From an optimization exercise on the open Yosys and OpenROAD flow, aimed at small area, a short achievable clock period and few clock cycles; shortcuts taken in it are not production practice. At most, simulation tests tie the RTL to the original design; equivalence was not proved.

== the previous run ==
Design rle_codec, start of the top module:
module rle_codec (
    input  wire        clk,
    input  wire        rst,
    input  wire        enc_cmd_valid,
    output wire        enc_cmd_ready,
    input  wire [1:0]  enc_cmd_op,
    input  wire [7:0]  enc_cmd_byte,
    output wire        enc_out_valid,
    input  wire        enc_out_ready,
    output wire [7:0]  enc_out_byte,
    input  wire        dec_cmd_valid,
    output wire        dec_cmd_ready,
    input  wire [1:0]  dec_cmd_op,
    input  wire [7:0]  dec_cmd_byte,
    input  wire [15:0] dec_cmd_cap,
    output wire        dec_out_valid,
    input  wire        dec_out_ready,
    output wire [7:0]  dec_out_byte,
    output wire [15:0] dec_out_index,
    output wire        dec_res_valid,
    output wire [1:0]  dec_res_status,
    output wire [15:0] dec_res_count
);
    rle_encoder u_enc (
        .clk(clk), .rst(rst),
        .cmd_valid(enc_cmd_valid), .cmd_ready(enc_cmd_ready),
        .cmd_op(enc_cmd_op), .cmd_byte(enc_cmd_byte),
        .out_valid(enc_out_valid), .out_ready(enc_out_ready), .out_byte(enc_out_byte)
    );
    rle_decoder u_dec (
        .clk(clk), .rst(rst),
        .cmd_valid(dec_cmd_valid), .cmd_ready(dec_cmd_ready),
        .cmd_op(dec_cmd_op), .cmd_byte(dec_cmd_byte), .cmd_cap(dec_cmd_cap),
        .out_valid(dec_out_valid), .out_ready(dec_out_ready),
        .out_byte(dec_out_byte), .out_index(dec_out_index),
        .res_valid(dec_res_valid), .res_status(dec_res_status), .res_count(dec_res_count)
    );
endmodule
Size: roughly 310 flip-flops, ~97 I/O pins, about 13000 µm² of cells after synthesis.
==> module rle_decoder, before the edit <==
module rle_decoder (
    input  wire        clk,
    input  wire        rst,
    input  wire        cmd_valid,
    output wire        cmd_ready,
    input  wire [1:0]  cmd_op,
    input  wire [7:0]  cmd_byte,
    input  wire [15:0] cmd_cap,
    output wire        out_valid,
    input  wire        out_ready,
    output wire [7:0]  out_byte,
    output wire [15:0] out_index,
    output wire        res_valid,
    output wire [1:0]  res_status,
    output wire [15:0] res_count
);
    localparam [1:0] OP_BYTE = 2'b01, OP_END = 2'b10, OP_INIT = 2'b11;
    localparam [1:0] ST_OK = 2'd0, ST_CAP = 2'd1, ST_TRUNC = 2'd2;
    localparam [7:0] MARKER = 8'h7E;
    reg        iv, rdy;
    reg [1:0]  iop;
    reg [7:0]  ib;
    reg        esc_pending;
    reg [2:0]  esc_run;
    reg [15:0] room;        
    reg [1:0]  status;
    reg [7:0]  prev;
    reg [15:0] out_count;
    reg        xu, xend, xinit, xh;
    reg [2:0]  xk;
    reg [7:0]  xd;
    reg        yv, yh;
    reg [2:0]  yc;
    reg [7:0]  yd;
    assign cmd_ready  = rdy;
    assign out_valid  = xu;
    assign out_byte   = prev;
    assign out_index  = out_count;
    assign res_valid  = xend;
    assign res_status = xd[1:0];
    assign res_count  = out_count;
    wire acc   = cmd_valid && rdy;
    wire xlast = (xk == 3'd0) || (xk == 3'd1 && !xh);
    wire xfree = !xu || (xlast && out_ready);
    wire xstep = xu && out_ready;
    wire ok      = (status == ST_OK);
    wire is_byte = (iop == OP_BYTE);
    wire       plain   = (ib != MARKER) && (ib[4:0] != 5'd31);
    wire       unit    = ok && (esc_pending || plain);
    wire [2:0] u_run   = esc_pending ? esc_run : ib[7:5];
    wire [7:0] u_delta = esc_pending ? ib : {3'd0, ib[4:0]};
    wire       room_hi = (room[15:3] != 13'd0);
    wire       room_nz = room_hi || (room[2:0] != 3'd0);
    wire       fits    = room_hi || (room[2:0] > u_run);      
    wire [4:0]  lo_left   = {1'b0, room[3:0]} + {2'b01, ~u_run};
    wire [11:0] hi_dec    = room[15:4] - 12'd1;
    wire [15:0] room_left = {lo_left[4] ? room[15:4] : hi_dec, lo_left[3:0]};
    reg       nv, nh;
    reg [2:0] nc;
    reg [7:0] nd;
    always @* begin
        nv = 1'b0; nh = 1'b0; nc = 3'd0; nd = u_delta;
        case (iop)
            OP_BYTE: begin
                nv = unit && room_nz;
                nh = fits;
                nc = fits ? u_run : room[2:0];
            end
            OP_END: begin
                nv = 1'b1;
                nd = {6'd0, (ok && esc_pending) ? ST_TRUNC : status};
            end
            OP_INIT: begin
                nv = 1'b1;
                nd = 8'd4;
            end
            default: ;
        endcase
    end
    wire n_c0 = is_byte && unit && room_nz && (u_run == 3'd0);
    wire go   = iv && (!yv || !nv);            
    wire ln   = iv && !yv && nv;               
    wire       lh = yv ? yh : nh;
    wire [2:0] lc = yv ? yc : nc;
    wire [7:0] ld = yv ? yd : nd;
    wire       lunit = yv ? (yh || yc != 3'd0) : (ln && (nh || nc != 3'd0));
    wire       lctl  = yv ? (!yh && yc == 3'd0) : (ln && !nh && nc == 3'd0);
    wire       l_c0  = yv ? (yh && yc == 3'd0) : (iv && n_c0);
    wire iv_next = acc || (iv && !go);
    wire yv_next = !xfree && (yv || ln);
    wire esc_next = (go && iop == OP_INIT) ? 1'b0 :
                    (go && is_byte && ok) ? (!esc_pending && ib != MARKER && ib[4:0] == 5'd31) :
                    esc_pending;
    wire st_bad  = !ok && !(go && iop == OP_INIT);
    wire quiet   = (cmd_op == 2'b00) ||
                   (cmd_op == OP_BYTE && (st_bad || (!esc_next &&
                    (cmd_byte == MARKER || cmd_byte[4:0] == 5'd31))));
    always @(posedge clk) begin
        if (rst) begin
            esc_pending <= 1'b0;
            esc_run     <= 3'd0;
            room        <= 16'd0;
            status      <= ST_OK;
            prev        <= 8'd0;
            out_count   <= 16'd0;
            xu    <= 1'b0;
            xend  <= 1'b0;
            xinit <= 1'b0;
            yv    <= 1'b0;
            iv    <= 1'b0;
            rdy   <= 1'b1;
        end else begin
            if (acc) begin
                iop <= cmd_op;
                ib  <= cmd_byte;
            end
            iv  <= iv_next;
            rdy <= !(iv_next && yv_next && !(acc && quiet));
            if (xinit)
                out_count <= 16'd0;
            else if (xstep)
                out_count <= out_count + 16'd1;
            if (xfree && l_c0)
                prev <= (xinit ? 8'd0 : prev) ^ ld;
            else if (xinit)
                prev <= 8'd0;
            else if (xstep && xk == 3'd1 && xh)
                prev <= prev ^ xd;
            if (xfree) begin
                xu    <= lunit;
                xend  <= lctl && !ld[2];
                xinit <= lctl && ld[2];
                xh    <= lh && lc != 3'd0;
                xk    <= lc;
                xd    <= ld;
            end else if (xstep) begin
                if (xk != 3'd0) xk <= xk - 3'd1;
                if (xk == 3'd1) xh <= 1'b0;
            end
            if (!yv) begin
                yh <= nh; yc <= nc; yd <= nd;
            end
            yv <= yv_next;
            if (go) begin
                case (iop)
                    OP_BYTE: begin
                        if (ok && !esc_pending && ib != MARKER && ib[4:0] == 5'd31)
                            esc_run <= ib[7:5];
                        if (unit) begin
                            if (fits) begin
                                room <= room_left;
                            end else begin
                                room   <= 16'd0;
                                status <= ST_CAP;
                            end
                        end
                    end
                    OP_END: begin
                        if (ok && esc_pending) status <= ST_TRUNC;
                    end
                    OP_INIT: begin
                        esc_run     <= 3'd0;
                        status      <= ST_OK;
                    end
                    default: ;
                endcase
            end
            if (acc && cmd_op == OP_INIT) room <= cmd_cap;
            esc_pending <= esc_next;
        end
    end
endmodule
Settings: LEC_CHECK=0, ABC_AREA=1, CAP_MARGIN=20, CORE_MARGIN=2, CORE_UTILIZATION=70, CTS_BUF_LIST=sky130_fd_sc_hd__clkbuf_8, CTS_CLUSTER_DIAMETER=150, CTS_CLUSTER_SIZE=18, SETUP_SLACK_MARGIN=5, SLEW_MARGIN=20; clock period 11.0 ns.
standard.sh (not shown) runs the stock make flow with config.mk's settings and CLKGATE_MAP_FILE= SYNTH_SCRIPT=/design/flow/synth_recipe.tcl, a recipe that flattens the netlist after the stock synthesis.
==> flow/flow/run.sh <==
#!/bin/bash
# Standard ORFS layout, with faster port buffers (buf_4 in place of the
# default delay-cell buffer) and a deeper setup repair. Each make run's
# full output goes to a log file of its own in this folder.
set -euo pipefail
bash standard.sh synth > synth.log 2>&1
bash standard.sh \
    BUFFER_PORTS_ARGS="-buffer_cell sky130_fd_sc_hd__buf_4" \
    SETUP_SLACK_MARGIN=${FLOW_SETUP_MARGIN:-7.5} \
    finish > layout.log 2>&1
Setup changes, the previous run to the current run
diff --git a/flow/design.v b/flow/design.v
--- a/flow/design.v
+++ b/flow/design.v
@@ -268,17 +268,10 @@
     wire       lunit = yv ? (yh || yc != 3'd0) : (ln && (nh || nc != 3'd0));
     wire       lctl  = yv ? (!yh && yc == 3'd0) : (ln && !nh && nc == 3'd0);
     wire       l_c0  = yv ? (yh && yc == 3'd0) : (iv && n_c0);
     wire iv_next = acc || (iv && !go);
     wire yv_next = !xfree && (yv || ln);
-    wire esc_next = (go && iop == OP_INIT) ? 1'b0 :
-                    (go && is_byte && ok) ? (!esc_pending && ib != MARKER && ib[4:0] == 5'd31) :
-                    esc_pending;
-    wire st_bad  = !ok && !(go && iop == OP_INIT);
-    wire quiet   = (cmd_op == 2'b00) ||
-                   (cmd_op == OP_BYTE && (st_bad || (!esc_next &&
-                    (cmd_byte == MARKER || cmd_byte[4:0] == 5'd31))));
     always @(posedge clk) begin
         if (rst) begin
             esc_pending <= 1'b0;
             esc_run     <= 3'd0;
             room        <= 16'd0;
@@ -295,11 +288,11 @@
             if (acc) begin
                 iop <= cmd_op;
                 ib  <= cmd_byte;
             end
             iv  <= iv_next;
-            rdy <= !(iv_next && yv_next && !(acc && quiet));
+            rdy <= !(iv_next && yv_next);
             if (xinit)
                 out_count <= 16'd0;
             else if (xstep)
                 out_count <= out_count + 16'd1;
             if (xfree && l_c0)
@@ -324,12 +317,18 @@
             end
             yv <= yv_next;
             if (go) begin
                 case (iop)
                     OP_BYTE: begin
-                        if (ok && !esc_pending && ib != MARKER && ib[4:0] == 5'd31)
-                            esc_run <= ib[7:5];
+                        if (ok) begin
+                            if (esc_pending)
+                                esc_pending <= 1'b0;
+                            else if (ib != MARKER && ib[4:0] == 5'd31) begin
+                                esc_pending <= 1'b1;
+                                esc_run     <= ib[7:5];
+                            end
+                        end
                         if (unit) begin
                             if (fits) begin
                                 room <= room_left;
                             end else begin
                                 room   <= 16'd0;
@@ -339,18 +338,18 @@
                     end
                     OP_END: begin
                         if (ok && esc_pending) status <= ST_TRUNC;
                     end
                     OP_INIT: begin
+                        esc_pending <= 1'b0;
                         esc_run     <= 3'd0;
                         status      <= ST_OK;
                     end
                     default: ;
                 endcase
             end
             if (acc && cmd_op == OP_INIT) room <= cmd_cap;
-            esc_pending <= esc_next;
         end
     end
 endmodule
 module rle_codec (
     input  wire        clk,
Results
- The current run completed end to end with timing, DRC and antenna clean.
- The current run against the previous run: global-route usage over all layers -0.21 points; worst clock skew on the final layout +8.4 ps; weighted congestion at the end of routability-driven global placement +about 8%.
- Number of nets in the synthesized netlist went up by a few percent going from the previous run to the current run.
- Looking at the previous run and the current run, the design area is a wash.
Testbench counts of the current run, summed over its fixed seeds: cycles 31,396.
The RTL of the previous run was laid out without a check of its function.

==> static timing again, ports no longer ideal <==
In the flow no input, the clock included, has a driving cell. The finished layouts below were timed again as built, in two steps. Step 1, drivers: a clkbuf_16 drives clk and a buf_2 each remaining input, both assumed. Step 2 moves the port delays by t, midway between the first and last clock arrival at a register: inputs arrive t later, outputs are due t later. That takes back most of the time a late clock gives input paths. Slacks: no drivers / after step 1 / after step 2; pairs: no drivers / after step 1.
run | t (ns) | slack for setup (ns) | hold WS [ns] | worst setup path at the end
the previous run | 0.579 | 7.573 / 7.531 / 7.068 | 0.418 / 0.418 / 0.418 | input to register
the current run | 0.595 | 7.639 / 7.595 / 7.089 | 0.416 / 0.416 / 0.416 | input to register
After both steps setup and hold are still met in every run listed. For the current run, which loses most, drivers alone change the setup slack by -0.044 ns; drivers and shift together by -0.550 ns.
